This is an optimization exercise on Yosys and OpenROAD, whose aim is small area, a short achievable clock period and few clock cycles per item, not a production implementation.
RTL that was checked went through simulation tests only; none was proved equivalent to the original.
Power is estimated from default activity; no workload was simulated.

## rev 12
==> flow/design.v <==
module pfde_seq (
    input  wire        clk,
    input  wire        rst,           
    input  wire        cmd_valid,
    output wire        cmd_ready,
    input  wire [15:0] cmd_count,     
    input  wire        in_valid,
    output wire        in_ready,
    input  wire [7:0]  in_data,
    output reg         out_valid,
    input  wire        out_ready,
    output reg  [31:0] out_id,
    output reg         done,          
    output wire        err,
    output wire [3:0]  err_code,
    output reg  [19:0] consumed
);
    localparam [2:0] S_IDLE = 3'd0,
                     S_BV0  = 3'd1,    
                     S_BV1  = 3'd2,    
                     S_BV2  = 3'd3,    
                     S_HDR  = 3'd4,    
                     S_FOR  = 3'd5,    
                     S_CON  = 3'd6,    
                     S_FIN  = 3'd7;    
    reg  [2:0]  state;
    reg  [15:0] rem;        
    reg  [6:0]  blkc;       
    reg  [5:0]  bw;         
    reg  [47:0] q;          
    reg  [5:0]  p;          
    reg         bv3;        
    reg         ec3, ec2, ec1;    
    assign err_code = {ec3, ec2, ec1, ec3};
    assign err      = ec1;
    wire out_free = !out_valid || out_ready;
    wire [6:0] p_b   = {1'b0, p} + {1'b0, bw};            
    wire [7:0] p_2b  = {2'b0, p} + {1'b0, bw, 1'b0};
    wire       have  = (p_b <= 7'd48);                     
    wire       have2 = (p_2b <= 8'd48);                    
    wire       last_seq = (rem == 16'd1);
    wire       last_blk = (blkc == 7'd0) || last_seq;
    wire is_for = (state == S_FOR);
    wire is_con = (state == S_CON);
    wire take   = (is_for || is_con) && have && out_free;
    wire want_for = !have || (!last_blk && !have2 && (p >= 6'd8));
    assign in_ready = (state == S_BV0) || (state == S_BV1) || (state == S_BV2) ||
                      (state == S_HDR) || (is_for && want_for) || (is_con && !have);
    assign cmd_ready = (state == S_IDLE);
    wire byte_in = in_valid && in_ready;
    wire [31:0] bmask = (bw[5]) ? 32'hFFFF_FFFF : ((32'd1 << bw[4:0]) - 32'd1);
    wire [31:0] field = (q >> p) & bmask;
    wire [31:0] next_id = out_id + field + 32'd1;
    wire [5:0] hdr_b    = in_data[5:0];
    wire [1:0] hdr_type = in_data[7:6];
    always @(posedge clk) begin
        if (rst) begin
            state     <= S_IDLE;
            out_valid <= 1'b0;
            done      <= 1'b0;
        end else begin
            done <= 1'b0;
            if (out_valid && out_ready)
                out_valid <= 1'b0;
            if (byte_in)
                consumed <= consumed + 20'd1;
            case (state)
            S_IDLE: begin
                if (cmd_valid) begin
                    consumed <= 20'd0;
                    ec3 <= 1'b0;
                    ec2 <= 1'b0;
                    ec1 <= 1'b0;
                    rem <= cmd_count;
                    state <= (cmd_count == 16'd0) ? S_FIN : S_BV0;
                end
            end
            S_BV0: begin
                if (byte_in) begin
                    bv3 <= in_data[6];
                    if (in_data[7:5] == 3'b111) begin
                        ec1 <= 1'b1;     
                        state <= S_FIN;
                    end else if (!in_data[7]) begin
                        out_id    <= {25'd0, in_data[6:0]};
                        out_valid <= 1'b1;
                        rem       <= rem - 16'd1;
                        state     <= last_seq ? S_FIN : S_HDR;
                    end else if (!in_data[6]) begin
                        out_id <= {18'd0, in_data[5:0], 8'd0};
                        state  <= S_BV1;
                    end else begin
                        out_id <= {11'd0, in_data[4:0], 16'd0};
                        state  <= S_BV1;
                    end
                end
            end
            S_BV1: begin
                if (byte_in) begin
                    out_id[7:0] <= in_data;
                    if (!bv3) begin
                        out_valid <= 1'b1;
                        rem       <= rem - 16'd1;
                        state     <= last_seq ? S_FIN : S_HDR;
                    end else
                        state <= S_BV2;
                end
            end
            S_BV2: begin
                if (byte_in) begin
                    out_id[15:8] <= in_data;
                    out_valid    <= 1'b1;
                    rem          <= rem - 16'd1;
                    state        <= last_seq ? S_FIN : S_HDR;
                end
            end
            S_HDR: begin
                if (byte_in) begin
                    bw   <= hdr_b;
                    p    <= 6'd48;
                    blkc <= 7'd127;
                    if (hdr_b > 6'd32) begin
                        ec2 <= 1'b1;     
                        ec1 <= 1'b1;
                        state <= S_FIN;
                    end else if (hdr_type == 2'd3)
                        state <= S_CON;
                    else if (hdr_type == 2'd0)
                        state <= S_FOR;
                    else begin
                        ec3 <= 1'b1;     
                        ec1 <= 1'b1;
                        state <= S_FIN;
                    end
                end
            end
            S_FOR, S_CON: begin
                if (byte_in)
                    q <= {in_data, q[47:8]};
                p <= p + ((take && is_for) ? bw : 6'd0) - (byte_in ? 6'd8 : 6'd0);
                if (take) begin
                    out_valid <= 1'b1;
                    out_id    <= next_id;
                    rem       <= rem - 16'd1;
                    blkc      <= blkc - 7'd1;
                    if (last_blk)
                        state <= last_seq ? S_FIN : S_HDR;
                end
            end
            default: begin  
                if (out_free) begin
                    done  <= 1'b1;
                    state <= S_IDLE;
                end
            end
            endcase
        end
    end
endmodule
Settings: LEC_CHECK=0, ABC_CLOCK_PERIOD_IN_PS=3000, CAP_MARGIN=20, CORE_MARGIN=2, CORE_UTILIZATION=40, SETUP_SLACK_MARGIN=2.5, SLEW_MARGIN=20; clock period 5.5 ns.
run.sh (not shown) runs the stock make flow with config.mk's settings and CLKGATE_MAP_FILE= SYNTH_SCRIPT=/design/flow/synth_recipe.tcl, a recipe that flattens the netlist after the stock synthesis.
Testbench counts of rev 12, summed over its fixed seeds: cycles 119,980, items 81,405.
### rev 12 -> rev 13
==> flow/design.v <==
module pfde_seq (
    input  wire        clk,
    input  wire        rst,           
    input  wire        cmd_valid,
    output wire        cmd_ready,
    input  wire [15:0] cmd_count,     
    input  wire        in_valid,
    output wire        in_ready,
    input  wire [7:0]  in_data,
    output reg         out_valid,
    input  wire        out_ready,
    output reg  [31:0] out_id,
    output reg         done,          
    output wire        err,
    output wire [3:0]  err_code,
    output reg  [19:0] consumed
);
    localparam [2:0] S_IDLE = 3'd0,
                     S_BV0  = 3'd1,    
                     S_BV1  = 3'd2,    
                     S_BV2  = 3'd3,    
                     S_HDR  = 3'd4,    
                     S_FOR  = 3'd5,    
                     S_CON  = 3'd6,    
                     S_FIN  = 3'd7;    
    reg  [2:0]  state;
    reg  [15:0] rem;        
    reg  [6:0]  blkc;       
    reg  [5:0]  bw;         
    reg  [46:0] q;          
    reg  [5:0]  bcnt;       
    reg  [31:0] gap;        
    reg         gv;         
    reg         bv3;        
    reg         ec3, ec2, ec1;    
    assign err_code = {ec3, ec2, ec1, ec3};
    assign err      = ec1;
    wire out_free = !out_valid || out_ready;
    wire add      = gv && out_free;               
    wire gap_free = !gv || out_free;
    wire       have  = (bcnt >= bw);                      
    wire       have2 = ({1'b0, bcnt} >= {bw, 1'b0});      
    wire       last_seq = (rem == 16'd1);
    wire       last_blk = (blkc == 7'd0) || last_seq;
    wire is_for = (state == S_FOR);
    wire is_con = (state == S_CON);
    wire take   = (is_for || is_con) && have && gap_free;
    wire want_for = !have || (!last_blk && !have2 && (bcnt <= 6'd39));
    assign in_ready = (state == S_BV0) || (state == S_BV1) || (state == S_BV2) ||
                      (state == S_HDR) || (is_for && want_for) || (is_con && !have);
    assign cmd_ready = (state == S_IDLE);
    wire byte_in = in_valid && in_ready;
    wire [31:0] bmask = (bw[5]) ? 32'hFFFF_FFFF : ((32'd1 << bw[4:0]) - 32'd1);
    wire [63:0] qv    = {1'b0, q, 16'd0};
    wire [31:0] field = (qv >> (~bcnt)) & bmask;
    wire [5:0] hdr_b    = in_data[5:0];
    wire [1:0] hdr_type = in_data[7:6];
    always @(posedge clk) begin
        if (rst) begin
            state     <= S_IDLE;
            out_valid <= 1'b0;
            gv        <= 1'b0;
            done      <= 1'b0;
        end else begin
            done <= 1'b0;
            if (out_valid && out_ready)
                out_valid <= 1'b0;
            if (add) begin
                out_valid <= 1'b1;
                out_id    <= out_id + gap + 32'd1;
                gv        <= 1'b0;
            end
            if (byte_in)
                consumed <= consumed + 20'd1;
            case (state)
            S_IDLE: begin
                if (cmd_valid) begin
                    consumed <= 20'd0;
                    ec3 <= 1'b0;
                    ec2 <= 1'b0;
                    ec1 <= 1'b0;
                    rem <= cmd_count;
                    state <= (cmd_count == 16'd0) ? S_FIN : S_BV0;
                end
            end
            S_BV0: begin
                if (byte_in) begin
                    bv3 <= in_data[6];
                    if (in_data[7:5] == 3'b111) begin
                        ec1   <= 1'b1;     
                        state <= S_FIN;
                    end else if (!in_data[7]) begin
                        out_id    <= {25'd0, in_data[6:0]};
                        out_valid <= 1'b1;
                        rem       <= rem - 16'd1;
                        state     <= last_seq ? S_FIN : S_HDR;
                    end else if (!in_data[6]) begin
                        out_id <= {18'd0, in_data[5:0], 8'd0};
                        state  <= S_BV1;
                    end else begin
                        out_id <= {11'd0, in_data[4:0], 16'd0};
                        state  <= S_BV1;
                    end
                end
            end
            S_BV1: begin
                if (byte_in) begin
                    out_id[7:0] <= in_data;
                    if (!bv3) begin
                        out_valid <= 1'b1;
                        rem       <= rem - 16'd1;
                        state     <= last_seq ? S_FIN : S_HDR;
                    end else
                        state <= S_BV2;
                end
            end
            S_BV2: begin
                if (byte_in) begin
                    out_id[15:8] <= in_data;
                    out_valid    <= 1'b1;
                    rem          <= rem - 16'd1;
                    state        <= last_seq ? S_FIN : S_HDR;
                end
            end
            S_HDR: begin
                if (byte_in) begin
                    bw   <= hdr_b;
                    bcnt <= 6'd0;
                    blkc <= 7'd127;
                    if (hdr_b > 6'd32) begin
                        ec2   <= 1'b1;     
                        ec1   <= 1'b1;
                        state <= S_FIN;
                    end else if (hdr_type == 2'd3)
                        state <= S_CON;
                    else if (hdr_type == 2'd0)
                        state <= S_FOR;
                    else begin
                        ec3   <= 1'b1;     
                        ec1   <= 1'b1;
                        state <= S_FIN;
                    end
                end
            end
            S_FOR, S_CON: begin
                if (byte_in)
                    q <= {in_data, q[46:8]};
                bcnt <= bcnt - ((take && is_for) ? bw : 6'd0) + (byte_in ? 6'd8 : 6'd0);
                if (take) begin
                    gap  <= field;
                    gv   <= 1'b1;
                    rem  <= rem - 16'd1;
                    blkc <= blkc - 7'd1;
                    if (last_blk)
                        state <= last_seq ? S_FIN : S_HDR;
                end
            end
            default: begin  
                if (!gv && out_free) begin
                    done  <= 1'b1;
                    state <= S_IDLE;
                end
            end
            endcase
        end
    end
endmodule
[summary]
Sequential share of layout area in rev 13 vs rev 12: up 4.5 points
Rev 13 vs rev 12 — full die area climbed by a little under 10%
Going from rev 12 to rev 13, the fraction of area in multi-input gates was found to have gone down by 3.8 points.
Summary: with rev 12 as the reference, area used by sequential logic in the layout in rev 13 moved up by more than 10%.
Rev 13 against rev 12: cell area moved up; number of standard cells in the final layout excluding fillers moved up; cell count after placement moved up.
Total power: rev 13 < rev 12
Changes observed in rev 13 relative to rev 12: number of max-slew violations in the final report roughly the same, post-detailed-placement cell area higher.
Looking at final worst slack, rev 13 sits 0.70 ns above rev 12.
Routed wire in rev 13 totals less than in rev 12.
Rev 13: height of the chip is about 4% higher than what rev 12 reported.
Rev 13 against rev 12; synthesized cell count is up by a few percent.
Only the layout flow was run in rev 13; the RTL was not checked for function there.

-- port drivers added, routing unchanged --
The flow's constraints put no driver on any port. The routed layouts listed below were extracted and timed again, unchanged, in two steps.
Step 1 (the two cells are an assumption about what drives the block):
set clk [get_ports {clk}]
set_driving_cell -lib_cell sky130_fd_sc_hd__clkbuf_16 $clk
set_driving_cell -lib_cell sky130_fd_sc_hd__buf_2 [delete_from_list [all_inputs] $clk]
Step 2 adds t to the input delays and takes it off the output delays; t is the mean of the earliest and latest rising clock arrival at the registers after step 1. Input paths then give back, and output paths get back, about the clock's delay inside the block.
Three values: ideal ports, drivers, drivers and shift; two values: the first two.
| run | t, ns | setup WS [ns] | cell pins on the clock port's net |
|---|---|---|---|
| rev 12 | 0.490 | 1.056 / 1.056 / 1.056 | 1 |
| rev 13 | 0.493 | 1.755 / 1.743 / 1.435 | 1 |
After both steps every run listed still meets setup and hold. The setup slack of rev 13, which loses most, moves by -0.012 ns with the drivers and by -0.320 ns with both steps.
